This is an optimization exercise on Yosys and OpenROAD, whose aim is small area, a short achievable clock period and few clock cycles per item, not a production implementation. Function was checked by simulation only, so behaviour that the tests miss may differ from the original.

==> flow/design.v (outline; a module is shown in full before it is edited, if it fits) <==
// module pfe_bld_sa: 258 lines
// module pfe_bld_sb: 37 lines
// module pfe_bld_dstep4: 16 lines
// module pfe_bld_prep: 62 lines
// module pfe_bld: 239 lines
module pfe_bld (
    input  wire        clk,
    input  wire        rst,
    input  wire        in_valid,
    output wire        in_ready,
    input  wire [4:0]  in_op,
    input  wire [31:0] in_src,
    input  wire [31:0] in_dst,
    output reg         out_valid,
    input  wire        out_ready,
    output reg  [31:0] out_pix
);
  // ...
==> flow/run.sh <==
#!/bin/bash
# synth_recipe.tcl (not shown) runs the flow's synth.tcl, then flattens the netlist and writes it again
# the make line also repeats each setting of config.mk as NAME=value (left out here)
make -C /OpenROAD-flow-scripts/flow DESIGN_CONFIG=/design/flow/config.mk WORK_HOME=/design/flow/orfs CLKGATE_MAP_FILE= SYNTH_SCRIPT=/design/flow/synth_recipe.tcl finish
==> flow/config.mk <==
export PLATFORM = sky130hd
export DESIGN_NAME = pfe_bld
export DESIGN_NICKNAME = pfe_bld
export VERILOG_FILES = /design/flow/design.v
export SDC_FILE = /design/flow/constraint.sdc
export NUM_CORES = 4
export LEC_CHECK = 0
export CAP_MARGIN = 20
export CORE_MARGIN = 2
export CORE_UTILIZATION = 40
export SETUP_SLACK_MARGIN = 5
export SLEW_MARGIN = 20
==> flow/constraint.sdc <==
create_clock -name core_clock -period 16.0 [get_ports {clk}]
set_input_delay 3.2000 -clock core_clock [delete_from_list [all_inputs] [get_ports {clk}]]
set_output_delay 3.2000 -clock core_clock [all_outputs]
set_load 0.01 [all_outputs]
==> out/results.tsv, run 1 <==
stage	metric	value	unit
final_layout	comb.multi_input.count	6847	
final_layout	buf_share	1.84	%
status	outcome	timing/DRC/antenna clean	
yosys	ys_async_sr_fraction	0	%
sta	hold_violations	0	
final_layout	largest_reg_flops	57	
route	drt-met1-wl	122000	um
yosys	synthFlopType	edfxtp_1	
final_layout	layout_commonest_cell	inv_1	
final_layout	drive_gt1_share	3.45	%
sta	setup_viol	0	
yosys	netlist_top_cells_count	1454 x inv_1, 1038 x ha_1, 934 x fa_1	
final_layout	final-seq-area	0.0181	mm^2
global_routing	grt_use_met2	39.4	%
final_layout	design.seq.count	608	
critical_path	r2r_end	rem[1][7]	
min_path	min-delay-start	ph[1]	
route	wl_met2	122000	um
sta	setup_tns	0	ns
yosys	synth.net_count	11280	
final_layout	final_area	0.0931	mm^2
final_layout	non_clock_buffer_count	191	
run	maxCapViolCount	0	
final_layout	multi_input_area_share	66.2	%
floorplan	dieWidth	469	um
clocking	clk_pin_slew	0.07	ns
global_routing	grt_pass1_vias	68789	
clocking	cts_max_path_buffers	3	
critical_path	critPathCaptureType	register	
place	place_area	0.0905	mm^2
yosys	synth_xor_area_share	5.13	%
clocking	cts_root_buffer	clkbuf_16	
critical_path	cp_num_cells	19	
clocking	cts_tree	built	
sta	rsz0062_at_grt	no	
critical_path	critPathMaxFanout	15	
global_routing	grt.overflow.total	0	
clocking	cts.sinks	608	
Testbench counts, summed over its fixed seeds: cycles 24,846, items 16,384.
==> module pfe_bld, before the edit <==
module pfe_bld (
    input  wire        clk,
    input  wire        rst,
    input  wire        in_valid,
    output wire        in_ready,
    input  wire [4:0]  in_op,
    input  wire [31:0] in_src,
    input  wire [31:0] in_dst,
    output reg         out_valid,
    input  wire        out_ready,
    output reg  [31:0] out_pix
);
    genvar i;
    reg        vi;
    reg [4:0]  opi;
    reg [31:0] srci, dsti;
    reg        v0;
    reg [4:0]  op0;
    reg [31:0] src0, dst0;
    reg        db0;               
    reg        bu0;               
    reg [2:0]  need0;             
    reg        busy0;             
    reg [2:0]  ph;                
    reg [10:0] a1r [0:2];
    reg [2:0]  m1gr;
    reg [9:0]  b2r [0:2];
    reg [2:0]  gr;
    reg [7:0]  den [0:2];
    reg [9:0]  den3 [0:2];
    reg [2:0]  vuse;
    reg        axn0;              
    reg        v1;
    reg        sv;                
    wire       ldp   = !v0 || (!busy0 && (!v1 || !sv));    
    wire       adv0  = v0 && !busy0 && (!v1 || !sv);
    assign in_ready  = !vi || ldp;
    always @(posedge clk) begin
        if (rst) vi <= 1'b0;
        else if (in_ready) vi <= in_valid;
        if (in_ready) begin
            opi  <= in_op;
            srci <= in_src;
            dsti <= in_dst;
        end
    end
    wire [7:0] sa = src0[31:24];
    wire [7:0] da = dst0[31:24];
    wire [10:0] pa1 [0:2];
    wire [9:0]  pb2 [0:2];
    wire [2:0]  pm1g, pg, pneed;
    wire [7:0]  pden [0:2];
    generate
        for (i = 0; i < 3; i = i + 1) begin : g_prep
            pfe_bld_prep u_prep (
                .op(opi), .s(srci[8*i +: 8]), .d(dsti[8*i +: 8]),
                .sa(srci[31:24]), .da(dsti[31:24]),
                .a1(pa1[i]), .m1g(pm1g[i]), .b2(pb2[i]), .g(pg[i]),
                .need(pneed[i]), .den(pden[i])
            );
        end
    endgenerate
    reg  [7:0] rem [0:2];
    reg  [7:0] qs  [0:2];
    reg  [2:0] sat;
    wire [2:0] sat_now;
    wire all_sat = &(sat_now | ~need0);
    always @(posedge clk) begin
        if (rst) v0 <= 1'b0;
        else if (ldp) v0 <= vi;
        if (ldp) begin
            op0   <= opi;
            src0  <= srci;
            dst0  <= dsti;
            db0   <= (opi == 5'd7) || (opi == 5'd8);
            bu0   <= opi == 5'd8;
            need0 <= pneed;
            axn0  <= (opi == 5'd18) || (opi == 5'd20);
            busy0 <= |pneed;
        end else begin
            busy0 <= db0 && ((ph == 3'd0) ? (|need0) : (ph == 3'd1) || (ph == 3'd2) || (ph == 3'd4) ||
                                                        (ph == 3'd3 && !all_sat));
        end
    end
    always @(posedge clk) begin
        if (rst) ph <= 3'd0;
        else if (adv0) ph <= 3'd0;
        else if (v0 && db0) begin
            case (ph)
                3'd0: ph <= (|need0) ? 3'd1 : 3'd0;
                3'd3: ph <= all_sat ? 3'd6 : 3'd4;
                3'd6: ph <= 3'd6;
                default: ph <= ph + 3'd1;
            endcase
        end
    end
    wire [15:0] xa [0:2];
    wire [18:0] ya [0:2];
    generate
        for (i = 0; i < 3; i = i + 1) begin : g_ch
            wire [7:0] s = src0[8*i +: 8];
            wire [7:0] d = dst0[8*i +: 8];
            pfe_bld_sa u_sa (
                .s(s), .a1(a1r[i]), .a1g(a1r[i] & {11{m1gr[i]}}), .sa(sa), .b2(b2r[i]),
                .gd(d & {8{gr[i]}}), .vr(qs[i] & {8{vuse[i]}}), .vneg(bu0 & vuse[i]),
                .x(xa[i]), .y(ya[i])
            );
            wire [7:0] r1, q1, r2, q2;
            pfe_bld_dstep4 u_d1 (.rem_i(rem[i]), .qs_i(qs[i]), .den(den[i]), .den3(den3[i]), .rem_o(r1), .qs_o(q1));
            pfe_bld_dstep4 u_d2 (.rem_i(r1), .qs_i(q1), .den(den[i]), .den3(den3[i]), .rem_o(r2), .qs_o(q2));
            assign sat_now[i] = sat[i] | (qs[i] >= da);
            wire [9:0] b_fin = bu0 ? (sat_now[i] ? ~{2'b0, d} + 10'd1 : {2'b0, da} - {2'b0, d} - {2'b0, qs[i]})
                                   : (sat_now[i] ? {2'b0, da} - {2'b0, d} : {2'b0, qs[i]} - {2'b0, d});
            wire ld = need0[i] && !ldp;
            always @(posedge clk) begin
                if (ldp) begin
                    a1r[i]  <= pa1[i];
                    m1gr[i] <= pm1g[i];
                    b2r[i]  <= pb2[i];
                    gr[i]   <= pg[i];
                    den[i]  <= pden[i];
                    vuse[i] <= 1'b0;
                end else if (ld && ph == 3'd2) begin
                    a1r[i]  <= 11'd0;
                    m1gr[i] <= 1'b0;
                    b2r[i]  <= {2'b0, r2};
                    gr[i]   <= 1'b0;
                end else if (ld && ph == 3'd3) begin
                    a1r[i]  <= {3'b0, ~da};
                    m1gr[i] <= 1'b1;
                    b2r[i]  <= b_fin;
                    gr[i]   <= 1'b1;
                    vuse[i] <= !sat_now[i];
                end
                if (ph == 3'd0) den3[i] <= {2'b0, den[i]} + {1'b0, den[i], 1'b0};
                case (ph)
                    3'd0, 3'd3: begin
                        rem[i] <= ya[i][15:8];
                        qs[i]  <= ya[i][7:0];
                    end
                    3'd1, 3'd2, 3'd4, 3'd5: begin
                        rem[i] <= r2;
                        qs[i]  <= q2;
                    end
                    default: ;
                endcase
                if (ph == 3'd1) sat[i] <= rem[i] >= den[i];
                else if (ph == 3'd3) sat[i] <= sat_now[i];
            end
        end
    endgenerate
    wire [7:0]  axa = axn0 ? ~da : da;
    wire [7:0]  nsa = ~sa;
    wire [15:0] xal = sa * axa;
    wire [15:0] yal = da * nsa;
    reg [15:0] x1 [0:2];
    reg [18:0] y1 [0:2];
    reg [23:0] c1s, c1d;
    reg [15:0] xal1, yal1;
    reg [7:0]  sa1, da1;
    reg        ks1, kd1, mn1, bm1, dk1, lt1;
    reg [1:0]  am1;
    reg [1:0]  aka1;              
    reg [1:0]  aam1;              
    reg        abm1;
    always @(posedge clk) begin
        if (rst) v1 <= 1'b0;
        else if (adv0) v1 <= 1'b1;
        else if (!sv) v1 <= 1'b0;
        if (adv0) begin
            x1[0] <= xa[0]; x1[1] <= xa[1]; x1[2] <= xa[2];
            y1[0] <= ya[0]; y1[1] <= ya[1]; y1[2] <= ya[2];
            c1s <= src0[23:0];
            c1d <= dst0[23:0];
            xal1 <= xal; yal1 <= yal;
            sa1 <= sa; da1 <= da;
            ks1 <= 1'b0; kd1 <= 1'b0; mn1 <= 1'b0; bm1 <= 1'b0; dk1 <= 1'b0; lt1 <= 1'b0; am1 <= 2'd0;
            aka1 <= 2'd0; aam1 <= 2'd0; abm1 <= 1'b0;
            case (op0)
                5'd0, 5'd16: begin ks1 <= 1'b1; bm1 <= 1'b1; end
                5'd1, 5'd3, 5'd4, 5'd7, 5'd8: bm1 <= 1'b1;
                5'd2: begin ks1 <= 1'b1; kd1 <= 1'b1; am1 <= 2'd2; end
                5'd5: begin ks1 <= 1'b1; bm1 <= 1'b1; dk1 <= 1'b1; end
                5'd6: begin ks1 <= 1'b1; bm1 <= 1'b1; lt1 <= 1'b1; end
                5'd10: begin ks1 <= 1'b1; kd1 <= 1'b1; am1 <= 2'd3; mn1 <= 1'b1; end
                5'd11: begin ks1 <= 1'b1; kd1 <= 1'b1; am1 <= 2'd3; end
                5'd17, 5'd18: am1 <= 2'd1;
                5'd19, 5'd20: begin am1 <= 2'd1; bm1 <= 1'b1; end
                default: ;
            endcase
            case (op0)
                5'd0, 5'd1, 5'd2, 5'd3, 5'd4, 5'd5, 5'd6, 5'd7, 5'd8, 5'd10, 5'd11:
                       begin aka1 <= 2'd3; aam1 <= 2'd2; end
                5'd16: begin aka1 <= 2'd1; abm1 <= 1'b1; end
                5'd17, 5'd18: aam1 <= 2'd1;
                5'd19: aka1 <= 2'd2;
                5'd20: begin aam1 <= 2'd1; abm1 <= 1'b1; end
                default: ;
            endcase
        end
    end
    wire [7:0] res [0:2];
    generate
        for (i = 0; i < 3; i = i + 1) begin : g_sb
            pfe_bld_sb u_sb (
                .x(x1[i]), .y(y1[i]), .s(c1s[8*i +: 8]), .d(c1d[8*i +: 8]),
                .ks(ks1), .kd(kd1), .am(am1), .mn(mn1), .bm(bm1), .dk(dk1), .lt(lt1),
                .res(res[i])
            );
        end
    endgenerate
    wire [16:0] txas = {1'b0, xal1} + {9'b0, xal1[15:8]} + 17'd128;
    wire [16:0] tyas = {1'b0, yal1} + {9'b0, yal1[15:8]} + 17'd128;
    wire [8:0]  txa  = txas[16:8];
    wire [8:0]  tya  = tyas[16:8];
    wire [9:0]  ta_a = (aam1 == 2'd1) ? {1'b0, txa} : (aam1 == 2'd2) ? -{1'b0, txa} : 10'd0;
    wire [9:0]  a    = (aka1[0] ? {2'b0, sa1} : 10'd0) + (aka1[1] ? {2'b0, da1} : 10'd0) + ta_a +
                       (abm1 ? {1'b0, tya} : 10'd0);
    wire [7:0]  ra   = (a[9:8] != 2'd0) ? 8'd255 : a[7:0];
    wire [31:0] pix1 = {ra, res[2], res[1], res[0]};
    reg  [31:0] spix;
    wire fire1 = v1 && !sv;
    wire ofree = !out_valid || out_ready;
    always @(posedge clk) begin
        if (rst) begin
            out_valid <= 1'b0;
            sv <= 1'b0;
        end else if (ofree) begin
            out_valid <= sv || fire1;
            sv <= 1'b0;
        end else if (fire1) begin
            sv <= 1'b1;
        end
        if (ofree)
            out_pix <= sv ? spix : pix1;
        if (!ofree && fire1)
            spix <= pix1;
    end
endmodule
==> inputs of run 2 (changes only) <==
--- a/flow/design.v
+++ b/flow/design.v
@@ -482,8 +482,9 @@
             pfe_bld_dstep4 u_d1 (.rem_i(rem[i]), .qs_i(qs[i]), .den(den[i]), .den3(den3[i]), .rem_o(r1), .qs_o(q1));
             pfe_bld_dstep4 u_d2 (.rem_i(r1), .qs_i(q1), .den(den[i]), .den3(den3[i]), .rem_o(r2), .qs_o(q2));
             assign sat_now[i] = sat[i] | (qs[i] >= da);
-            wire [9:0] b_fin = bu0 ? (sat_now[i] ? ~{2'b0, d} + 10'd1 : {2'b0, da} - {2'b0, d} - {2'b0, qs[i]})
-                                   : (sat_now[i] ? {2'b0, da} - {2'b0, d} : {2'b0, qs[i]} - {2'b0, d});
+            wire       bw   = bu0 & !sat_now[i];
+            wire [9:0] f_p  = bu0 ? (sat_now[i] ? 10'd0 : {2'b0, da}) : (sat_now[i] ? {2'b0, da} : {2'b0, qs[i]});
+            wire [9:0] b_fin = ~{2'b0, d} + f_p + (bw ? ~{2'b0, qs[i]} : 10'd0) + {8'd0, bw, !bw};
             wire ld = need0[i] && !ldp;
             always @(posedge clk) begin
                 if (ldp) begin
--- a/flow/config.mk
+++ b/flow/config.mk
@@ -5,8 +5,9 @@
 export SDC_FILE = /design/flow/constraint.sdc
 export NUM_CORES = 4
 export LEC_CHECK = 0
-export CAP_MARGIN = 20
+export CAP_MARGIN = 50
 export CORE_MARGIN = 2
 export CORE_UTILIZATION = 40
+export PLACE_DENSITY = 0.7
 export SETUP_SLACK_MARGIN = 5
-export SLEW_MARGIN = 20
+export SLEW_MARGIN = 50
==> run 2 against run 1 <==
Against the previous run: maximum frequency is 1.2% higher; sequential share of layout area is 0.11 points higher; still clean on timing, DRC and antenna; highest routed layer is now met5; hold slack better by 0.023 ns.
==> out/results.tsv, run 2 <==
stage	metric	value	unit	change
critical_path	startpoint_type	register		unchanged
final_layout	nNetsFinal	11059		was 11233
floorplan	initial_utilization	40.2	%	was 40.3%
yosys	yosysMostFrequentCell	inv_1		unchanged
run	maxCapViolCount	0		unchanged
yosys	ys_async_sr_fraction	0	%	unchanged
clocking	clk_pin_slew	0.06	ns	was 0.07 ns
min_path	hold_path.class	reg -> reg		unchanged
clocking	cts.sinks	608		unchanged
route	vias	66772		was 67536
yosys	synth_top_area_share	22.4	%	was 21.6%
route	drc	0		unchanged
sta	period_needed	6.97	ns	was 7.06 ns
final_layout	largest_reg_flops	57		unchanged
clocking	htree_levels	3		unchanged
place	dp_hpwl	209000	um	was 218000 um
final_layout	postLayoutCoreUtil	43.7	%	was 43.4%
route	first_pass_iters	7		was 6
route	highest_layer	met5		was met4
clocking	post-cts-setup-buffer-count	0		unchanged
yosys	synthCells	9034		was 9235
clocking	cts_resized	0		unchanged
final_layout	fin_cells	11902		was 12086
global_routing	grt_pass1_wl	405000	um	was 419000 um
yosys	avgSynthCellArea	9.43	um^2	was 9.36 um^2
critical_path	crit_top_cell	inv_1		was fa_1
route	wl_met3	23100	um	was 21200 um
place	gp_congestion	1.01		was 0.980
yosys	synth.largest_area_cell	fa_1		unchanged
yosys	yosys_warnings	19		unchanged
clocking	cts_tree	built		unchanged
sta	whs	0.536	ns	was 0.513 ns
clocking	clock_latency	0.72	ns	was 0.74 ns
sta	clock.fmax	143	MHz	was 142 MHz
global_routing	grt_max_degree	141		was 95
floorplan	dieWidth	465	um	was 469 um
route	drt-initial-drc-count	5905		unchanged
yosys	synthFlopType	edfxtp_1		unchanged
sta	hold_violations	0		unchanged
yosys	synth.net_count	11073		was 11280
critical_path	cp_slowest_cell	edfxtp_1		unchanged
critical_path	worst-endpoint-arrival	7.39	ns	was 7.49 ns
sta	max-slew-margin-rel	45.2	%	was 21.9%
global_routing	grt_pass1_vias	67899		was 68789
final_layout	drive_gt1_share	4.25	%	was 3.45%
sta	finalClockSkew	0.0525	ns	was 0.0360 ns
route	vias_per_cell	5.61		was 5.59
sta	setup_tns	0	ns	unchanged
yosys	syn_area	0.0852	mm^2	was 0.0864 mm^2
sta	fin_ws	9.03	ns	was 8.94 ns
sta	worstMarginPinSlew	0.822	ns	was 1.17 ns
critical_path	critPathKind	reg -> reg		unchanged
yosys	ys_types	105		was 110
floorplan	design.core.area	0.212	mm^2	was 0.215 mm^2
route	wl_met2	116000	um	was 122000 um
clocking	cts_max_path_buffers	3		unchanged
sta	fin_crit_sh	43.6	%	was 44.1%
final_layout	regMostFlops	y1		unchanged
critical_path	max_stage_delay	0.53	ns	was 0.91 ns
critical_path	critical_path.cell_chain	inv_1 > ha_1 > inv_1 > ha_1 > a2111oi_0 > o21ai_0 > o2111ai_1 > a21oi_1 > nor3_1 > o21ai_0 > and3_1 > fa_1 > inv_1 > fa_1 > inv_1 > ha_1 > nor3_1 > o21ai_0 > a41o_1 > or3_1 > a21oi_1 > a21oi_1 > o311a_1		was and2_1 > nand2_1 > fa_1 > fa_1 > inv_1 > fa_1 > inv_1 > fa_1 > fa_1 > inv_1 > fa_1 > ha_1 > and3_1 > o211ai_1 > a31oi_1 > o41ai_1 > xnor2_1 > nor2_1 > a21oi_1
critical_path	critical_path_required	16.42	ns	was 16.43 ns
clocking	numCtsBuffers	75		was 79
yosys	yosys_register_bits	608		unchanged
place	place.port_buffers	106		unchanged
sta	final-max-slew-violation-count	0		unchanged
place	post-place-ws	9.04	ns	was 9.07 ns
final_layout	final_cell_mix	1440 x inv_1, 1011 x ha_1, 955 x fa_1		was 1452 x inv_1, 1038 x ha_1, 934 x fa_1
place	dpl.cell_count	11747		was 11942
yosys	ys_top_cells_by_area	fa_1 22%, edfxtp_1 21%, ha_1 15%		unchanged
final_layout	top_regs	y1 (57), x1 (48), a1r (33)		unchanged
floorplan	io_pins	107		unchanged
sta	rsz0062_at_grt	no		unchanged
status	outcome	timing/DRC/antenna clean		unchanged
final_layout	final_area	0.0925	mm^2	was 0.0931 mm^2
place	place_area	0.0897	mm^2	was 0.0905 mm^2
floorplan	fp-row-count	169		was 170
critical_path	critPathMaxFanout	8		was 15
yosys	synth-seq-area-share	21.3	%	was 21.0%
global_routing	grt_antenna_before_repair	9		was 16
clocking	holdBufCountCts	0		unchanged
floorplan	die_height	465	um	was 469 um
route	routed_wl	263000	um	was 275000 um
critical_path	critPathCaptureType	register		unchanged
floorplan	dieArea	0.217	mm^2	was 0.220 mm^2
global_routing	grt.overflow.total	0		unchanged
route	wl_per_cell	22.1	um	was 22.7 um
yosys	netlist_top_cells_count	1441 x inv_1, 1011 x ha_1, 955 x fa_1		was 1454 x inv_1, 1038 x ha_1, 934 x fa_1
sta	setup_viol	0		unchanged
clocking	cts_root_buffer	clkbuf_16		unchanged
route	drt-met1-wl	112000	um	was 122000 um
final_layout	areaGrowthSynthToFinish	8.65	%	was 7.71%
global_routing	grt_use_total	24.1	%	was 25.0%
yosys	synth_edf_count	596		unchanged
final_layout	layout_commonest_cell	inv_1		unchanged
route	ant_nets	0		unchanged
-- run 2: changes by cell type in the layout (fill, tap and decap cells not counted), sizes merged, moves of 23 or more --
cell	change
buf	+44
nor2	-30
o21ai	-76
ha	-27
xnor2	-33
a21oi	-23
a22o	+26
-- run 2: final timing paths --
check | startpoint | endpoint | slack [ns] | cells past startpoint
worst max register to register | y1[1][15] | out_pix[10] | 9.03 | 23
worst min register to register | spix[5] | out_pix[5] | 0.54 | 2
worst max-delay path | y1[1][15] | out_pix[10] | 9.03 | 23
worst min-delay path | spix[5] | out_pix[5] | 0.54 | 2
-- run 2: cells by family (layout without fill, tap and decap cells) --
group / count (synthesis) / after routing / synth area share, %
muxes: 98 / 98 / 1.20
DFF: 608 / 608 / 21.3
AOI/OAI and AO/OA: 1611 / 1611 / 12.6
buffers and inverters: 1778 / 1821 / 7.89
and+or+nand+nor: 2501 / 2501 / 14.9
xor gates and xnor gates: 471 / 471 / 4.84
adders and majority gates: 1967 / 1967 / 37.3
other: 0 / 4 / 0
-- run 2: critical path, delay by kind of cell (launching register included) --
| kind | cells | cell delay (ns) |
|---|---|---|
| adders and majority gates | 5 | 1.78 |
| buffers and inverters | 4 | 0.21 |
| AOI/OAI and AO/OA | 10 | 2.94 |
| and+or+nand+nor | 4 | 1.22 |
| DFF | 1 | 0.53 |
-- run 2: routing by layer --
metal  up-vias  global-route usage, %
met3       583                   4.67
met5         -                      0
met4         4                   9.74
met1     32940                   33.2
li1      30366                      -
met2      2879                   37.2
-- run 2: area by class of cell --
cell class                 instances  area [um^2]
fill                           20111       119000
multi-input combinational       6648        60600
sequential                       608        18100
inverter                        1450         5470
tap                             2821         3530
timing repair buffer             237         2200
clock buffer                      83         1930
clock inverter                    51          629
antenna                            4         10.0
Testbench counts of run 2, summed over its fixed seeds: cycles 24,846, items 16,384.
==> inputs of run 3 (changes only) <==
==> flow/flow/run.sh (new file) <==
#!/bin/bash
set -euo pipefail
bash standard.sh SETUP_SLACK_MARGIN=9.5 finish > standard.log 2>&1
==> flow/standard.sh (new file) <==
#!/bin/bash
# synth_recipe.tcl (not shown) runs the flow's synth.tcl, then flattens the netlist and writes it again
# the make line also repeats each setting of config.mk as NAME=value (left out here)
make -C /OpenROAD-flow-scripts/flow DESIGN_CONFIG=/design/flow/config.mk WORK_HOME=/design/flow/orfs CLKGATE_MAP_FILE= SYNTH_SCRIPT=/design/flow/synth_recipe.tcl "${@:-finish}"
==> flow/config.mk (replaced) <==
export PLATFORM = sky130hd
export DESIGN_NAME = pfe_bld
export DESIGN_NICKNAME = pfe_bld
export VERILOG_FILES = /design/flow/design.v
export SDC_FILE = /design/flow/constraint.sdc
export NUM_CORES = 4
export LEC_CHECK = 0
export CAP_MARGIN = 20
export CORE_MARGIN = 2
export CORE_UTILIZATION = 40
export SLEW_MARGIN = 20
removed: flow/run.sh
==> run 3 against run 2 <==
Against the previous run: highest routed layer is now met4; area after synthesis unchanged; critical path depth decreased by 1; count of clock-buffer cells in the layout rose by 2; now fails the layout checks on antenna violations; largest cell class unchanged.
==> out/results.tsv, run 3 <==
stage	metric	value	unit	change
final_layout	regMostFlops	y1		unchanged
sta	setup_tns	0	ns	unchanged
critical_path	path_buf_inv	7		was 4
final_layout	drive_gt1_share	5.92	%	was 4.25%
sta	hold_violations	0		unchanged
critical_path	startpoint_type	register		unchanged
place	gp_congestion	0.956		was 1.01
global_routing	grt_use_total	24.6	%	was 24.1%
final_layout	multiInputGateArea	0.0610	mm^2	was 0.0606 mm^2
yosys	synth_edf_count	596		unchanged
yosys	synth.net_count	11073		unchanged
floorplan	design.core.area	0.212	mm^2	unchanged
yosys	synth.largest_area_cell	fa_1		unchanged
place	place_area	0.0892	mm^2	was 0.0897 mm^2
sta	fin_crit_sh	39.5	%	was 43.6%
global_routing	grt_pass1_vias	67156		was 67899
min_path	hold_path.class	reg -> reg		unchanged
global_routing	grt_max_degree	140		was 141
clocking	cts_tree	built		unchanged
yosys	synth_top_area_share	22.4	%	unchanged
route	ant_nets	1		was 0
route	wl_per_cell	22.4	um	was 22.1 um
clocking	htree_levels	3		unchanged
yosys	synthFlopType	edfxtp_1		unchanged
yosys	synth-seq-area-share	21.3	%	unchanged
final_layout	largest_reg_flops	57		unchanged
yosys	yosys_register_bits	608		unchanged
route	routed_wl	269000	um	was 263000 um
global_routing	grt.overflow.total	0		unchanged
clocking	numCtsBuffers	79		was 75
route	vias	66750		was 66772
floorplan	dieWidth	465	um	unchanged
clocking	cts.sinks	608		unchanged
critical_path	worst-endpoint-arrival	6.87	ns	was 7.39 ns
place	dp_hpwl	209000	um	about the same
critical_path	critPathMaxFanout	16		was 8
yosys	ys_async_sr_fraction	0	%	unchanged
critical_path	critPathKind	reg -> reg		unchanged
critical_path	r2r_slack	9.68	ns	was 9.03 ns
sta	clock.fmax	158	MHz	was 143 MHz
final_layout	nFillCells	20375		was 20111
final_layout	areaGrowthSynthToFinish	10.1	%	was 8.65%
final_layout	final_cell_mix	1438 x inv_1, 1010 x ha_1, 955 x fa_1		was 1440 x inv_1, 1011 x ha_1, 955 x fa_1
sta	max-slew-margin-rel	28.3	%	was 45.2%
floorplan	fp-row-count	169		unchanged
run	maxCapViolCount	0		unchanged
global_routing	grt_antenna_before_repair	12		was 9
floorplan	die_height	465	um	unchanged
clocking	cts_max_path_buffers	3		unchanged
clocking	clk_pin_slew	0.06	ns	about the same
place	place.port_buffers	106		unchanged
critical_path	critical_path.cell_chain	buf_4 > buf_4 > clkbuf_16 > and3_1 > fa_1 > inv_1 > fa_1 > fa_1 > inv_1 > fa_1 > inv_1 > fa_1 > inv_1 > ha_1 > nand2_1 > o211ai_1 > or3b_4 > a311oi_2 > nor2_1 > xnor2_2 > nand2_1 > a22oi_1		was inv_1 > ha_1 > inv_1 > ha_1 > a2111oi_0 > o21ai_0 > o2111ai_1 > a21oi_1 > nor3_1 > o21ai_0 > and3_1 > fa_1 > inv_1 > fa_1 > inv_1 > ha_1 > nor3_1 > o21ai_0 > a41o_1 > or3_1 > a21oi_1 > a21oi_1 > o311a_1
sta	final-max-slew-violation-count	0		unchanged
global_routing	grt_pass1_wl	409000	um	was 405000 um
yosys	netlist_top_cells_count	1441 x inv_1, 1011 x ha_1, 955 x fa_1		unchanged
yosys	ys_top_cells_by_area	fa_1 22%, edfxtp_1 21%, ha_1 15%		unchanged
sta	finalClockSkew	0.0392	ns	was 0.0525 ns
sta	worstMarginPinSlew	1.07	ns	was 0.822 ns
final_layout	final_area	0.0937	mm^2	was 0.0925 mm^2
floorplan	io_pins	107		unchanged
final_layout	top_regs	y1 (57), x1 (48), a1r (33)		unchanged
status	check-failures	antenna violations		
final_layout	final-seq-area	0.0181	mm^2	about the same
critical_path	path_delay_family	adder cells		was compound AO/OA/AOI/OAI gates
critical_path	critical_path_required	16.55	ns	was 16.42 ns
sta	setup_viol	0		unchanged
route	first_pass_iters	6		was 7
yosys	avgSynthCellArea	9.43	um^2	unchanged
critical_path	crit_top_cell	fa_1		was inv_1
yosys	yosys_warnings	19		unchanged
route	drc	0		unchanged
critical_path	max_stage_delay	0.55	ns	was 0.53 ns
status	outcome	failed layout checks		was timing/DRC/antenna clean
clocking	clock_latency	0.72	ns	about the same
critical_path	cp_slowest_cell	fa_1		was edfxtp_1
yosys	yosysMostFrequentCell	inv_1		unchanged
yosys	synthCells	9034		unchanged
clocking	holdBufCountCts	0		unchanged
sta	period_needed	6.32	ns	was 6.97 ns
route	drt-initial-drc-count	5687		was 5905
floorplan	initial_utilization	40.2	%	unchanged
final_layout	nNetsFinal	11148		was 11059
route	vias_per_cell	5.56		was 5.61
yosys	syn_area	0.0852	mm^2	unchanged
final_layout	layout_commonest_cell	inv_1		unchanged
floorplan	dieArea	0.217	mm^2	unchanged
critical_path	critPathCaptureType	register		unchanged
sta	rsz0062_at_grt	yes		was no
clocking	cts_root_buffer	clkbuf_16		unchanged
yosys	ys_types	105		unchanged
## run 3: cell counts after synthesis
Identical to the previous run, type by type.
## run 3: final cells by class
class	instances	area share [%]
Antenna cell	15	0.0400
Clock buffer	85	2.19
Clock inverter	59	0.694
Inverter	1450	5.83
Multi-Input combinational cell	6649	65.0
Sequential cell	608	19.4
Tap cell	2821	3.77
Timing Repair Buffer	321	3.10
## run 3: final timing paths
path	cells after the start	from	to
worst min-delay path	2	vi	v0
worst min register to register	2	vi	v0
worst max register to register	22	m1gr[2]	rem[2][7]
worst max-delay path	22	m1gr[2]	rem[2][7]
## run 3: repair_timing
action	CTS	global route
resized for setup	31	118
setup buffers	24	107
setup endpoints to repair	93	157
cloned	0	4
pin swaps	2	21
## run 3: logic make-up (layout without fill, tap and decap cells)
family	after synthesis	in the layout	share of synthesized area (%)
AOI/OAI and AO/OA	1611	1612	12.6
and+or+nand+nor	2501	2501	14.9
muxes	98	98	1.20
buffers and inverters	1778	1915	7.89
other	0	15	0
DFF	608	608	21.3
xor gates and xnor gates	471	471	4.84
adders and majority gates	1967	1967	37.3
## run 3: metrics by stage
step           setup WS, ns  utilization [%]  instances  hold slack [ns]
3_3_place_gp           9.08             42.1      11714            0.524
2_1_floorplan          9.86                -       9034            0.424
6_report               9.68             44.2      12008            0.532
3_5_place_dp           9.03             42.1      11714            0.529
4_1_cts                9.51             43.6      11882            0.534
5_1_grt                9.49             44.2      11999            0.548
## run 3: tightest hold or removal path: cells and delay by family (launching register included)
family | cells | cell delay (ns)
flops | 1 | 0.34
simple gates | 2 | 0.15
## run 3: metal layers
layer / up-vias / track usage, % / wire (um)
met5: - / 0 / 0
met4: 0 / 8.39 / 10300
met3: 465 / 4.01 / 20900
met2: 2527 / 37.7 / 117000
met1: 33187 / 35.2 / 121000
li1: 30571 / - / -
==> inputs of run 4 (changes only) <==
==> flow/flow/run.sh (replaced) <==
#!/bin/bash
set -euo pipefail
bash standard.sh SETUP_SLACK_MARGIN=11 finish > standard.log 2>&1
==> run 4 against run 3 <==
Against the previous run: now clean on timing, DRC and antenna; clock skew increased by 0.013 ns; utilization increased by 5.9 points; count of clock-buffer cells in the layout increased by 11.
==> out/results.tsv, run 4 <==
stage	metric	value	unit	change
status	outcome	timing/DRC/antenna clean		was failed layout checks
yosys	synth_edf_count	596		unchanged
yosys	synthFlopType	edfxtp_1		unchanged
clocking	htree_levels	3		unchanged
global_routing	grt_pass1_wl	444000	um	was 409000 um
yosys	ys_types	105		unchanged
clocking	holdBufCountCts	0		unchanged
global_routing	grt.overflow.total	0		unchanged
sta	final-max-slew-violation-count	0		unchanged
yosys	netlist_top_cells_count	1441 x inv_1, 1011 x ha_1, 955 x fa_1		unchanged
yosys	synth_top_area_share	22.4	%	unchanged
global_routing	grt_max_degree	84		was 140
critical_path	crit_top_cell	ha_1		was fa_1
critical_path	critPathKind	reg -> reg		unchanged
route	vias	70981		was 66750
clocking	cts_max_path_buffers	3		unchanged
final_layout	areaGrowthSynthToFinish	24.8	%	was 10.1%
yosys	ys_async_sr_fraction	0	%	unchanged
sta	fin_crit_sh	37.7	%	was 39.5%
clocking	cts_tree	built		unchanged
critical_path	worst-endpoint-arrival	6.48	ns	was 6.87 ns
run	maxCapViolCount	0		unchanged
final_layout	largest_reg_flops	57		unchanged
yosys	synthCells	9034		unchanged
place	gp_congestion	0.949		was 0.956
clocking	clk_pin_slew	0.06	ns	about the same
critical_path	cp_slowest_cell	edfxtp_1		was fa_1
floorplan	die_height	465	um	unchanged
floorplan	initial_utilization	40.2	%	unchanged
final_layout	postLayoutCoreUtil	50.1	%	was 44.2%
critical_path	max_stage_delay	0.59	ns	was 0.55 ns
yosys	synth.net_count	11073		unchanged
global_routing	grt_use_total	26.8	%	was 24.6%
yosys	ys_top_cells_by_area	fa_1 22%, edfxtp_1 21%, ha_1 15%		unchanged
clocking	cts_root_buffer	clkbuf_16		unchanged
route	drt-initial-drc-count	6319		was 5687
place	place_area	0.0903	mm^2	was 0.0892 mm^2
place	dp_hpwl	215000	um	was 209000 um
route	routed_wl	298000	um	was 269000 um
global_routing	grt_pass1_vias	72070		was 67156
final_layout	layout_commonest_cell	inv_1		unchanged
sta	rsz0062_at_grt	yes		unchanged
clocking	clock_latency	0.74	ns	was 0.72 ns
final_layout	nFillCells	19040		was 20375
clocking	numCtsBuffers	81		was 79
critical_path	critical_path_required	16.46	ns	was 16.55 ns
route	first_pass_iters	8		was 6
final_layout	drive_gt1_share	21.8	%	was 5.92%
final_layout	top_regs	y1 (57), x1 (48), a1r (33)		unchanged
critical_path	critPathMaxFanout	8		was 16
yosys	avgSynthCellArea	9.43	um^2	unchanged
route	vias_per_cell	5.62		was 5.56
sta	hold_violations	0		unchanged
route	wl_per_cell	23.6	um	was 22.4 um
critical_path	critPathCaptureType	register		unchanged
final_layout	nNetsFinal	11787		was 11148
sta	period_needed	6.02	ns	was 6.32 ns
sta	setup_viol	0		unchanged
yosys	yosys_warnings	19		unchanged
yosys	syn_area	0.0852	mm^2	unchanged
min_path	hold_path.class	reg -> reg		unchanged
clocking	cts.sinks	608		unchanged
critical_path	critical_path.cell_chain	ha_1 > ha_1 > or4_4 > nor3_4 > nor3_4 > o31a_1 > or4b_1 > o211ai_1 > o221a_2 > ha_1 > ha_4 > ha_4 > nor3_2 > nand4_1 > buf_4 > nand2_1 > o221ai_1 > nor4_4 > buf_6 > a21oi_1 > mux2_4 > mux2_4		was buf_4 > buf_4 > clkbuf_16 > and3_1 > fa_1 > inv_1 > fa_1 > fa_1 > inv_1 > fa_1 > inv_1 > fa_1 > inv_1 > ha_1 > nand2_1 > o211ai_1 > or3b_4 > a311oi_2 > nor2_1 > xnor2_2 > nand2_1 > a22oi_1
floorplan	dieWidth	465	um	unchanged
yosys	yosys_register_bits	608		unchanged
floorplan	io_pins	107		unchanged
final_layout	final_cell_mix	1335 x inv_1, 897 x fa_1, 882 x ha_1		was 1438 x inv_1, 1010 x ha_1, 955 x fa_1
route	ant_nets	0		was 1
floorplan	dieArea	0.217	mm^2	unchanged
yosys	yosysMostFrequentCell	inv_1		unchanged
floorplan	fp-row-count	169		unchanged
critical_path	startpoint_type	register		unchanged
place	place.port_buffers	106		unchanged
sta	worstMarginPinSlew	1.15	ns	was 1.07 ns
route	drc	0		unchanged
floorplan	design.core.area	0.212	mm^2	unchanged
final_layout	final_area	0.106	mm^2	was 0.0937 mm^2
yosys	synth.largest_area_cell	fa_1		unchanged
global_routing	grt_antenna_before_repair	17		was 12
sta	max-slew-margin-rel	22.8	%	was 28.3%
yosys	synth-seq-area-share	21.3	%	unchanged
sta	finalClockSkew	0.0519	ns	was 0.0392 ns
final_layout	regMostFlops	y1		unchanged
sta	clock.fmax	166	MHz	was 158 MHz
sta	setup_tns	0	ns	unchanged
[run 4: kinds of logic (layout without fill, tap and decap cells)]
group | after synthesis | in the layout | share of synthesized area (%)
AOI/OAI and AO/OA | 1611 | 1611 | 12.6
xor gates and xnor gates | 471 | 471 | 4.84
adders and majority gates | 1967 | 1967 | 37.3
buffers and inverters | 1778 | 2555 | 7.89
DFF | 608 | 608 | 21.3
muxes | 98 | 98 | 1.20
other | 0 | 3 | 0
and+or+nand+nor | 2501 | 2505 | 14.9
[run 4: per-layer routing]
layer  global-route usage, %  share of wire [%]
met5                       0              0.012
met4                    9.69                4.5
met3                    4.49                8.4
met2                    42.1                 45
met1                    37.0                 42
[run 4: final cells by class]
| type | instances | area [um^2] | area share [%] |
|---|---|---|---|
| multi-input cells | 6652 | 67200 | 63.2 |
| flip-flops and latches | 608 | 18100 | 17.1 |
| repair buffers | 955 | 9220 | 8.68 |
| inverters | 1450 | 5550 | 5.22 |
| well taps | 2821 | 3530 | 3.32 |
| clock buffers | 96 | 2170 | 2.04 |
| clock inverters | 54 | 473 | 0.445 |
| diodes | 3 | 7.51 | 0.00707 |
[run 4: repair_timing]
item                                    4_1_cts  5_1_grt
pin swaps                                   405      465
buffers inserted                            537      201
cloned                                       30        5
gates resized for setup                     832      626
endpoints found under the setup margin      233      210
[run 4: worst paths after layout]
| kind | endpoint | depth (start not counted) | start | slack (ns) |
|---|---|---|---|---|
| max reg2reg | out_pix[16] | 22 | y1[2][17] | 9.98 |
| min | out_pix[28] | 1 | spix[28] | 0.54 |
| min reg2reg | out_pix[28] | 1 | spix[28] | 0.54 |
| max | out_pix[16] | 22 | y1[2][17] | 9.98 |
[run 4: stage by stage]
| stage | hold WS (ns) | worst slack [ns] | instances |
|---|---|---|---|
| after detailed placement | 0.534 | 9.21 | 11712 |
| final | 0.541 | 9.98 | 12639 |
| after global routing | 0.552 | 9.71 | 12638 |
| after global placement | 0.525 | 9.32 | 11711 |
| after CTS | 0.542 | 9.96 | 12429 |
| after floorplan | 0.424 | 10.34 | 9034 |
[run 4: worst max-delay path, delay by kind of cell (launching register included)]
| family | cells | cell delay [ns] |
|---|---|---|
| AOI/OAI and AO/OA | 5 | 1.01 |
| buffers and inverters | 2 | 0.39 |
| and+or+nand+nor | 8 | 1.95 |
| muxes | 2 | 0.52 |
| DFF | 1 | 0.59 |
| adders and majority gates | 5 | 1.25 |
==> inputs of run 5 (changes only) <==
==> flow/flow/run.sh (replaced) <==
#!/bin/bash
set -euo pipefail
bash standard.sh SETUP_SLACK_MARGIN=9 finish > standard.log 2>&1
==> run 5 against run 4 <==
Against the previous run: first-iteration DRC count decreased by 12%; die area unchanged; setup slack got worse by 0.71 ns; highest routed layer unchanged; critical endpoint is now rem[0][7].
==> out/results.tsv, run 5 <==
stage	metric	value	unit	change
global_routing	grt_antenna_before_repair	13		was 17
route	wl_per_cell	22.4	um	was 23.6 um
floorplan	dieArea	0.217	mm^2	unchanged
clocking	clock_latency	0.72	ns	was 0.74 ns
critical_path	r2r_slack	9.26	ns	was 9.98 ns
yosys	synthFlopType	edfxtp_1		unchanged
final_layout	top_regs	y1 (57), x1 (48), a1r (33)		unchanged
final_layout	regMostFlops	y1		unchanged
route	first_pass_iters	6		was 8
final_layout	largest_reg_flops	57		unchanged
sta	finalClockSkew	0.0411	ns	was 0.0519 ns
global_routing	grt_pass1_wl	407000	um	was 444000 um
final_layout	nNetsFinal	11025		was 11787
route	vias_per_cell	5.55		was 5.62
sta	setup_viol	0		unchanged
yosys	yosys_register_bits	608		unchanged
floorplan	io_pins	107		unchanged
yosys	synth_top_area_share	22.4	%	unchanged
floorplan	initial_utilization	40.2	%	unchanged
yosys	yosysMostFrequentCell	inv_1		unchanged
final_layout	areaGrowthSynthToFinish	8.23	%	was 24.8%
critical_path	r2r_cells	19		was 22
sta	period_needed	6.74	ns	was 6.02 ns
place	gp_congestion	0.956		was 0.949
sta	hold_violations	0		unchanged
global_routing	grt_max_degree	140		was 84
min_path	hold_path.class	reg -> reg		unchanged
place	dp_hpwl	209000	um	was 215000 um
global_routing	grt_use_total	24.5	%	was 26.8%
yosys	yosys_warnings	19		unchanged
final_layout	nFillCells	20483		was 19040
clocking	numCtsBuffers	79		was 81
sta	final-max-slew-violation-count	0		unchanged
clocking	cts_tree	built		unchanged
critical_path	critPathCaptureType	register		unchanged
floorplan	design.core.area	0.212	mm^2	unchanged
critical_path	worst-endpoint-arrival	7.15	ns	was 6.48 ns
sta	rsz0062_at_grt	no		was yes
clocking	cts.sinks	608		unchanged
place	place.port_buffers	106		unchanged
clocking	htree_levels	3		unchanged
critical_path	r2r-start	src0[6]		was y1[2][17]
sta	setup_tns	0	ns	unchanged
yosys	ys_async_sr_fraction	0	%	unchanged
run	maxCapViolCount	0		unchanged
yosys	synth-seq-area-share	21.3	%	unchanged
yosys	synth.largest_area_cell	fa_1		unchanged
critical_path	critPathKind	reg -> reg		unchanged
yosys	ys_top_cells_by_area	fa_1 22%, edfxtp_1 21%, ha_1 15%		unchanged
clocking	cts_max_path_buffers	3		unchanged
final_layout	final_cell_mix	1440 x inv_1, 1011 x ha_1, 955 x fa_1		was 1335 x inv_1, 897 x fa_1, 882 x ha_1
yosys	netlist_top_cells_count	1441 x inv_1, 1011 x ha_1, 955 x fa_1		unchanged
floorplan	dieWidth	465	um	unchanged
floorplan	fp-row-count	169		unchanged
yosys	avgSynthCellArea	9.43	um^2	unchanged
critical_path	critPathMaxFanout	15		was 8
global_routing	grt.overflow.total	0		unchanged
yosys	ys_types	105		unchanged
final_layout	drive_gt1_share	3.90	%	was 21.8%
clocking	clk_pin_slew	0.06	ns	about the same
critical_path	critPathCapture	rem[0][7]		was out_pix[16]
floorplan	die_height	465	um	unchanged
critical_path	critical_path_required	16.41	ns	was 16.46 ns
final_layout	postLayoutCoreUtil	43.5	%	was 50.1%
sta	fin_crit_sh	42.1	%	was 37.7%
route	vias	65942		was 70981
critical_path	startpoint_type	register		unchanged
sta	whs	0.530	ns	was 0.541 ns
route	drc	0		unchanged
route	ant_nets	0		unchanged
yosys	synthCells	9034		unchanged
final_layout	layout_commonest_cell	inv_1		unchanged
status	outcome	timing/DRC/antenna clean		unchanged
sta	fin_ws	9.26	ns	was 9.98 ns
route	drt-initial-drc-count	5585		was 6319
place	post-place-ws	9.03	ns	was 9.21 ns
route	routed_wl	266000	um	was 298000 um
global_routing	grt_pass1_vias	66949		was 72070
yosys	synth_edf_count	596		unchanged
yosys	syn_area	0.0852	mm^2	unchanged
yosys	synth.net_count	11073		unchanged
critical_path	r2r_end	rem[0][7]		was out_pix[16]
critical_path	cp-startpoint	src0[6]		was y1[2][17]
sta	max-slew-margin-rel	26.2	%	was 22.8%
sta	clock.fmax	148	MHz	was 166 MHz
sta	worstMarginPinSlew	1.10	ns	was 1.15 ns
clocking	cts_root_buffer	clkbuf_16		unchanged
==> run 5: cell counts after synthesis <==
Identical to the previous run, type by type.
==> run 5: worst max-delay path, stage by stage (launching register included) <==
cell      delay (ns)
edfxtp_1        0.82
and2_1          0.52
nand2_1         0.13
fa_1            0.48
fa_1            0.52
inv_1           0.06
fa_1            0.53
inv_1           0.05
fa_1            0.41
fa_1            0.51
inv_1           0.05
fa_1            0.40
ha_1            0.39
a41oi_1         0.25
o21a_1          0.16
o31ai_1         0.13
a21oi_1         0.21
a21oi_1         0.11
xnor2_1         0.48
a221oi_1        0.19
==> run 5: final cells by class <==
class | instances | area [um^2] | share of cell area, %
diodes | 10 | 25.0 | 0.0271
clock buffers | 85 | 2050 | 2.23
clock inverters | 59 | 651 | 0.706
inverters | 1450 | 5460 | 5.92
multi-input cells | 6648 | 60600 | 65.7
flip-flops and latches | 608 | 18100 | 19.7
well taps | 2821 | 3530 | 3.83
repair buffers | 199 | 1770 | 1.92
==> run 5: worst min-delay path by stage <==
stage,depth (start not counted),slack [ns],startpoint,to
floorplan,0,0.42,dst0[28],da1[4]
global placement,2,0.52,spix[6],out_pix[6]
detailed placement,2,0.53,vi,v0
CTS,2,0.53,vi,v0
global route,2,0.55,vi,v0
finish,2,0.53,vi,v0
==> run 5: stage by stage <==
step	instances	instance area [um^2]
4_1_cts	11858	91900
2_1_floorplan	9034	85200
5_1_grt	11875	92200
3_5_place_dp	11714	89200
3_3_place_gp	11714	89200
6_report	11880	92200
==> run 5: routing by layer <==
metal  share of wire (%)  up-vias  GRT usage, %
met5              0.0049        -             0
met1                  45    32751          35.0
met3                 7.6      465          3.95
li1                    -    30310             -
met2                  43     2414          37.6
met4                 3.7        2          8.05
==> run 5: kinds of logic (layout without fill, tap and decap cells) <==
logic type | count (synthesis) | in the layout | synth area share, %
buffers and inverters | 1778 | 1793 | 7.89
other | 0 | 10 | 0
multiplexers | 98 | 98 | 1.20
XOR/XNOR | 471 | 471 | 4.84
AO/OA/AOI/OAI | 1611 | 1611 | 12.6
adder cells (fa/ha/maj) | 1967 | 1967 | 37.3
flip-flops | 608 | 608 | 21.3
AND/OR/NAND/NOR | 2501 | 2501 | 14.9
==> run 5: what timing repair did <==
item,in CTS,in global routing
cloned,0,0
endpoints found under the setup margin,1,86
buffers inserted,0,12
pin swaps,0,0
hold buffers,0,0
resized for setup,1,23
==> inputs of run 6 (changes only) <==
==> flow/run.sh (new file) <==
#!/bin/bash
# synth_recipe.tcl (not shown) runs the flow's synth.tcl, then flattens the netlist and writes it again
# the make line also repeats each setting of config.mk as NAME=value (left out here)
make -C /OpenROAD-flow-scripts/flow DESIGN_CONFIG=/design/flow/config.mk WORK_HOME=/design/flow/orfs CLKGATE_MAP_FILE= SYNTH_SCRIPT=/design/flow/synth_recipe.tcl finish
--- a/flow/config.mk
+++ b/flow/config.mk
@@ -8,4 +8,5 @@
 export CAP_MARGIN = 20
 export CORE_MARGIN = 2
 export CORE_UTILIZATION = 40
+export SETUP_SLACK_MARGIN = 5
 export SLEW_MARGIN = 20
removed: flow/flow/run.sh
removed: flow/standard.sh
==> run 6 against run 5 <==
Against the previous run: count of clock-buffer cells in the layout grew 7; non-clock buffer count is 8 lower; sequential share of layout area hardly changed; hold slack lost 0.0017 ns; utilization down 0.11 points; die area did not move; sequential cell count is the same; via count down 0.82%; highest routed layer is now met4.
==> out/results.tsv, run 6 <==
stage	metric	value	unit	change
status	outcome	timing/DRC/antenna clean		unchanged
global_routing	grt_pass1_vias	66625		was 66949
route	wl_per_cell	22.2	um	was 22.4 um
place	post-place-ws	9.04	ns	was 9.03 ns
sta	worstMarginPinSlew	1.17	ns	was 1.10 ns
place	place.port_buffers	106		unchanged
critical_path	cp_slowest_cell	edfxtp_1		unchanged
sta	finalClockSkew	0.0353	ns	was 0.0411 ns
yosys	synth_edf_count	596		unchanged
sta	setup_tns	0	ns	unchanged
final_layout	final-seq-area	0.0181	mm^2	about the same
sta	max-slew-margin-rel	22.0	%	was 26.2%
critical_path	critPathCaptureType	register		unchanged
floorplan	initial_utilization	40.2	%	unchanged
route	routed_wl	264000	um	was 266000 um
route	vias_per_cell	5.51		was 5.55
yosys	synthFlopType	edfxtp_1		unchanged
critical_path	crit_top_cell	fa_1		unchanged
floorplan	dieWidth	465	um	unchanged
critical_path	max_stage_delay	0.78	ns	was 0.82 ns
sta	hold_violations	0		unchanged
yosys	synth.net_count	11073		unchanged
clocking	clock_latency	0.71	ns	was 0.72 ns
clocking	holdBufCountCts	0		unchanged
global_routing	grt_pass1_wl	405000	um	was 407000 um
final_layout	top_regs	y1 (57), x1 (48), a1r (33)		unchanged
clocking	post-cts-setup-buffer-count	0		unchanged
place	gp_congestion	0.968		was 0.956
sta	rsz0062_at_grt	no		unchanged
critical_path	cp-startpoint	dst0[25]		was src0[6]
clocking	cts_root_buffer	clkbuf_16		unchanged
critical_path	r2r_end	b2r[2][7]		was rem[0][7]
run	maxCapViolCount	0		unchanged
final_layout	areaGrowthSynthToFinish	7.96	%	was 8.23%
sta	fin_ws	8.91	ns	was 9.26 ns
yosys	ys_top_cells_by_area	fa_1 22%, edfxtp_1 21%, ha_1 15%		unchanged
final_layout	final_cell_mix	1440 x inv_1, 1011 x ha_1, 955 x fa_1		unchanged
floorplan	fp-row-count	169		unchanged
final_layout	layout_commonest_cell	inv_1		unchanged
yosys	ys_async_sr_fraction	0	%	unchanged
route	first_pass_iters	6		unchanged
global_routing	grt.overflow.total	0		unchanged
yosys	avgSynthCellArea	9.43	um^2	unchanged
critical_path	critPathCapture	b2r[2][7]		was rem[0][7]
final_layout	drive_gt1_share	3.50	%	was 3.90%
yosys	ys_types	105		unchanged
route	drc	0		unchanged
yosys	syn_area	0.0852	mm^2	unchanged
final_layout	nFillCells	20530		was 20483
yosys	yosysMostFrequentCell	inv_1		unchanged
place	place_area	0.0892	mm^2	about the same
yosys	synth_top_area_share	22.4	%	unchanged
critical_path	r2r_slack	8.91	ns	was 9.26 ns
clocking	cts_max_path_buffers	3		unchanged
global_routing	grt_use_total	24.3	%	was 24.5%
yosys	synthCells	9034		unchanged
clocking	clk_pin_slew	0.06	ns	about the same
route	vias	65399		was 65942
route	ant_nets	0		unchanged
floorplan	io_pins	107		unchanged
sta	fin_crit_sh	44.3	%	was 42.1%
critical_path	critical_path.cell_chain	clkinv_1 > ha_1 > a21o_1 > a21o_1 > a211oi_1 > o21bai_1 > a31oi_1 > nand2_1 > fa_1 > inv_1 > fa_1 > ha_1 > inv_1 > fa_1 > nor2b_1 > o21ai_0 > a21boi_0 > o21ai_0 > nand2b_1 > xnor2_1 > o22ai_1 > a31oi_1 > o221ai_1		was and2_1 > nand2_1 > fa_1 > fa_1 > inv_1 > fa_1 > inv_1 > fa_1 > fa_1 > inv_1 > fa_1 > ha_1 > a41oi_1 > o21a_1 > o31ai_1 > a21oi_1 > a21oi_1 > xnor2_1 > a221oi_1
clocking	numCtsBuffers	78		was 79
final_layout	multiInputGateArea	0.0604	mm^2	was 0.0606 mm^2
critical_path	r2r_cells	23		was 19
final_layout	largest_reg_flops	57		unchanged
yosys	yosys_warnings	19		unchanged
sta	setup_viol	0		unchanged
critical_path	worst-endpoint-arrival	7.53	ns	was 7.15 ns
clocking	cts_tree	built		unchanged
yosys	netlist_top_cells_count	1441 x inv_1, 1011 x ha_1, 955 x fa_1		unchanged
sta	final-max-slew-violation-count	0		unchanged
critical_path	critPathKind	reg -> reg		unchanged
route	drt-initial-drc-count	5354		was 5585
sta	period_needed	7.09	ns	was 6.74 ns
global_routing	grt_antenna_before_repair	8		was 13
clocking	cts_resized	0		was 1
clocking	cts.sinks	608		unchanged
critical_path	startpoint_type	register		unchanged
sta	clock.fmax	141	MHz	was 148 MHz
final_layout	nNetsFinal	11016		was 11025
critical_path	critPathMaxFanout	11		was 15
yosys	synth-seq-area-share	21.3	%	unchanged
final_layout	postLayoutCoreUtil	43.4	%	was 43.5%
yosys	yosys_register_bits	608		unchanged
floorplan	die_height	465	um	unchanged
min_path	hold_path.class	reg -> reg		unchanged
final_layout	regMostFlops	y1		unchanged
final_layout	final_area	0.0919	mm^2	was 0.0922 mm^2
place	dp_hpwl	210000	um	was 209000 um
global_routing	grt_max_degree	142		was 140
critical_path	critical_path_required	16.44	ns	was 16.41 ns
floorplan	design.core.area	0.212	mm^2	unchanged
floorplan	dieArea	0.217	mm^2	unchanged
yosys	synth.largest_area_cell	fa_1		unchanged
clocking	htree_levels	3		unchanged
critical_path	r2r-start	dst0[25]		was src0[6]
==> run 6: cells by family (layout without fill, tap and decap cells) <==
kind of cell	after synthesis	in the layout	synth area share, %
compound gates	1611	1611	12.6
xor+xnor	471	471	4.84
other cells	0	3	0
fa+ha+maj	1967	1967	37.3
mux	98	98	1.20
simple gates	2501	2501	14.9
flops	608	608	21.3
buf+inv	1778	1783	7.89
==> run 6: worst min path at each step <==
stage             start    endpoint  cells past startpoint
2_1_floorplan  dst0[28]      da1[4]                      0
3_3_place_gp    spix[1]  out_pix[1]                      2
3_5_place_dp    spix[0]  out_pix[0]                      2
4_1_cts         spix[0]  out_pix[0]                      2
5_1_grt         spix[1]  out_pix[1]                      2
6_report        spix[0]  out_pix[0]                      2
==> run 6: final cells by class <==
cell class              instances  area share, %
inverters                    1450           5.93
clock inverters                50          0.705
repair buffers                191           1.85
multi-input cells            6648           65.7
flip-flops and latches        608           19.7
diodes                          3        0.00817
well taps                    2821           3.84
clock buffers                  92           2.24
==> run 6: stage by stage <==
step | hold WS (ns) | std cells
floorplan | 0.424 | 9034
global placement | 0.519 | 11718
detailed placement | 0.518 | 11718
CTS | 0.529 | 11860
global route | 0.567 | 11860
finish | 0.528 | 11863
==> run 6: worst max-delay path: cells and delay by family, from the launching register on <==
kind | cells | cell delay [ns]
simple gates | 3 | 0.72
buf+inv | 3 | 0.67
compound gates | 11 | 2.31
flops | 1 | 0.78
fa+ha+maj | 5 | 2.19
xor+xnor | 1 | 0.15
==> run 6: routing by layer <==
| metal | track usage (%) | wire [um] | vias to the layer above |
|---|---|---|---|
| met2 | 37.4 | 115000 | 2363 |
| met1 | 34.8 | 120000 | 32363 |
| li1 | - | - | 30258 |
| met4 | 7.82 | 9580 | 0 |
| met5 | 0 | 0 | - |
| met3 | 3.71 | 20100 | 415 |
==> inputs of run 7 (changes only) <==
==> flow/flow/run.sh (new file) <==
#!/bin/bash
set -euo pipefail
bash standard.sh SETUP_SLACK_MARGIN=10 finish > standard.log 2>&1
==> flow/standard.sh (new file) <==
#!/bin/bash
# synth_recipe.tcl (not shown) runs the flow's synth.tcl, then flattens the netlist and writes it again
# the make line also repeats each setting of config.mk as NAME=value (left out here)
make -C /OpenROAD-flow-scripts/flow DESIGN_CONFIG=/design/flow/config.mk WORK_HOME=/design/flow/orfs CLKGATE_MAP_FILE= SYNTH_SCRIPT=/design/flow/synth_recipe.tcl "${@:-finish}"
--- a/flow/config.mk
+++ b/flow/config.mk
@@ -8,5 +8,4 @@
 export CAP_MARGIN = 20
 export CORE_MARGIN = 2
 export CORE_UTILIZATION = 40
-export SETUP_SLACK_MARGIN = 5
 export SLEW_MARGIN = 20
removed: flow/run.sh
==> run 7 against run 6 <==
Against the previous run: still clean on timing, DRC and antenna; synthesized cell count did not move; global-route usage rose by 0.71 points; hold slack got worse by 0.0046 ns; critical path type unchanged; highest routed layer is now met5.
==> out/results.tsv, run 7 <==
stage	metric	value	unit	change
clocking	numCtsBuffers	78		unchanged
min_path	hold_depth	0		was 2
yosys	yosysMostFrequentCell	inv_1		unchanged
route	first_pass_iters	8		was 6
place	gp_congestion	0.972		was 0.968
global_routing	grt.overflow.total	0		unchanged
sta	finalClockSkew	0.0479	ns	was 0.0353 ns
critical_path	critPathMaxFanout	8		was 11
sta	hold_violations	0		unchanged
critical_path	r2r_cells	24		was 23
sta	period_needed	6.12	ns	was 7.09 ns
yosys	ys_types	105		unchanged
floorplan	die_height	465	um	unchanged
yosys	synthMuxAreaShare	1.20	%	unchanged
sta	worstMarginPinSlew	1.16	ns	was 1.17 ns
route	vias	68098		was 65399
clocking	cts_tree	built		unchanged
min_path	hold_path.class	reg -> reg		unchanged
final_layout	postLayoutCoreUtil	46.2	%	was 43.4%
final_layout	final_cell_mix	1406 x inv_1, 963 x ha_1, 926 x fa_1		was 1440 x inv_1, 1011 x ha_1, 955 x fa_1
critical_path	critical_path_required	16.44	ns	about the same
floorplan	design.core.area	0.212	mm^2	unchanged
clocking	clock_latency	0.74	ns	was 0.71 ns
min_path	min-delay-start	srci[24]		was spix[0]
floorplan	fp-row-count	169		unchanged
final_layout	layout_commonest_cell	inv_1		unchanged
floorplan	io_pins	107		unchanged
place	dp_hpwl	210000	um	about the same
yosys	synth-compound-area-share	12.6	%	unchanged
yosys	synth_fa_ha_area_share	37.3	%	unchanged
final_layout	nNetsFinal	11359		was 11016
clocking	cts_max_path_buffers	3		unchanged
final_layout	top_regs	y1 (57), x1 (48), a1r (33)		unchanged
critical_path	r2r_end	out_pix[21]		was b2r[2][7]
yosys	synth_xor_area_share	4.84	%	unchanged
status	outcome	timing/DRC/antenna clean		unchanged
yosys	avgSynthCellArea	9.43	um^2	unchanged
route	vias_per_cell	5.58		was 5.51
yosys	ys_top_cells_by_area	fa_1 22%, edfxtp_1 21%, ha_1 15%		unchanged
global_routing	grt_max_degree	84		was 142
yosys	synth-seq-area-share	21.3	%	unchanged
floorplan	initial_utilization	40.2	%	unchanged
clocking	cts_root_buffer	clkbuf_16		unchanged
final_layout	drive_gt1_share	11.5	%	was 3.50%
critical_path	startpoint_type	register		unchanged
floorplan	dieWidth	465	um	unchanged
floorplan	dieArea	0.217	mm^2	unchanged
critical_path	critPathCaptureType	register		unchanged
global_routing	grt_pass1_wl	416000	um	was 405000 um
route	drc	0		unchanged
critical_path	r2r_slack	9.88	ns	was 8.91 ns
sta	whs	0.524	ns	was 0.528 ns
place	place.port_buffers	106		unchanged
critical_path	worst-endpoint-arrival	6.56	ns	was 7.53 ns
clocking	clk_pin_slew	0.06	ns	about the same
route	routed_wl	276000	um	was 264000 um
yosys	synth.largest_area_cell	fa_1		unchanged
sta	setup_viol	0		unchanged
yosys	yosys_register_bits	608		unchanged
final_layout	regMostFlops	y1		unchanged
yosys	syn_area	0.0852	mm^2	unchanged
global_routing	grt_use_total	25.0	%	was 24.3%
clocking	holdBufCountCts	0		unchanged
route	ant_nets	0		unchanged
yosys	synthFlopType	edfxtp_1		unchanged
global_routing	grt_pass1_vias	68475		was 66625
place	dpl.cell_count	11717		was 11718
route	drt-initial-drc-count	5561		was 5354
yosys	netlist_top_cells_count	1441 x inv_1, 1011 x ha_1, 955 x fa_1		unchanged
yosys	synth_top_family_by_area	adder cells		unchanged
[run 7: cells by family (layout without fill, tap and decap cells)]
logic type / after synthesis / after routing
AND/OR/NAND/NOR: 2501 / 2501
other: 0 / 5
adder cells (fa/ha/maj): 1967 / 1967
XOR/XNOR: 471 / 471
multiplexers: 98 / 98
AO/OA/AOI/OAI: 1611 / 1611
buffers and inverters: 1778 / 2124
flip-flops: 608 / 608
[run 7: worst max-delay path by stage]
stage / to / slack (ns) / cells after the start
2_1_floorplan: out_pix[29] / 10.11 / 26
3_3_place_gp: out_pix[2] / 9.18 / 22
3_5_place_dp: out_pix[5] / 9.02 / 22
4_1_cts: y1[1][18] / 9.94 / 21
5_1_grt: out_pix[21] / 9.68 / 26
6_report: out_pix[21] / 9.88 / 24
[run 7: routing by layer]
| layer | part of all wire, % | up-vias | GRT usage (%) |
|---|---|---|---|
| met3 | 8.1 | 552 | 4.37 |
| met5 | 0.020 | - | 0.0878 |
| met2 | 44 | 2671 | 38.6 |
| li1 | - | 30978 | - |
| met4 | 4.0 | 8 | 8.48 |
| met1 | 44 | 33889 | 35.2 |
[run 7: repair_timing]
| action | in CTS | in global routing |
|---|---|---|
| resized for setup | 228 | 436 |
| gates cloned | 4 | 12 |
| endpoints found under the setup margin | 168 | 159 |
| hold endpoints to repair | 0 | 0 |
| setup buffers | 166 | 161 |
| pin swaps | 55 | 209 |
[run 7: metrics by stage]
| step | instance area (um^2) | worst slack (ns) |
|---|---|---|
| after floorplan | 85200 | 10.11 |
| after detailed placement | 89200 | 9.02 |
| after global routing | 97900 | 9.68 |
| after CTS | 94400 | 9.94 |
| final | 97900 | 9.88 |
| after global placement | 89200 | 9.18 |
[run 7: critical path, delay by kind of cell, from the launching register on]
| kind | cells | cell delay, ns |
|---|---|---|
| compound gates | 5 | 0.95 |
| xor+xnor | 1 | 0.13 |
| fa+ha+maj | 5 | 1.93 |
| buf+inv | 3 | 0.40 |
| flops | 1 | 0.51 |
| mux | 2 | 0.52 |
| simple gates | 8 | 1.37 |
[run 7: layout make-up]
class                   instances  area [um^2]  share of cell area, %
clock inverters                59          733                  0.749
well taps                    2821         3530                   3.61
multi-input cells            6648        63000                   64.4
flip-flops and latches        608        18100                   18.5
clock buffers                  81         1960                   2.01
inverters                    1450         5470                   5.59
repair buffers                534         5030                   5.14
diodes                          5         12.5                 0.0128

separate check: timing with driven ports:
The flow's constraints put no driver on any port. The routed layouts listed below were extracted and timed again, unchanged, in two steps. Step 1 assumes that a clkbuf_16 drives the clock port and a buf_2 every other input. Step 2 times the ports against the registers' clock, not the clock port: input delays grow and output delays shrink by t, the midpoint of the rising clock arrivals with the driver on. a / b / c = ideal ports / drivers / drivers and shift; a / b = the first two.
run	t (ns)	slack for setup (ns)	worst slew at a driven data input, ns	pins driven straight from the clock port
run 1	0.816	8.943 / 8.943 / 8.943	0.10	1
run 2	0.787	9.027 / 9.027 / 9.027	0.09	1
run 3	0.804	9.680 / 9.680 / 9.680	0.08	1
run 4	0.808	9.975 / 9.975 / 9.975	0.04	1
run 5	0.803	9.263 / 9.263 / 9.263	0.08	1
run 6	0.776	8.906 / 8.906 / 8.906	0.04	1
run 7	0.809	9.881 / 9.881 / 9.881	0.04	1
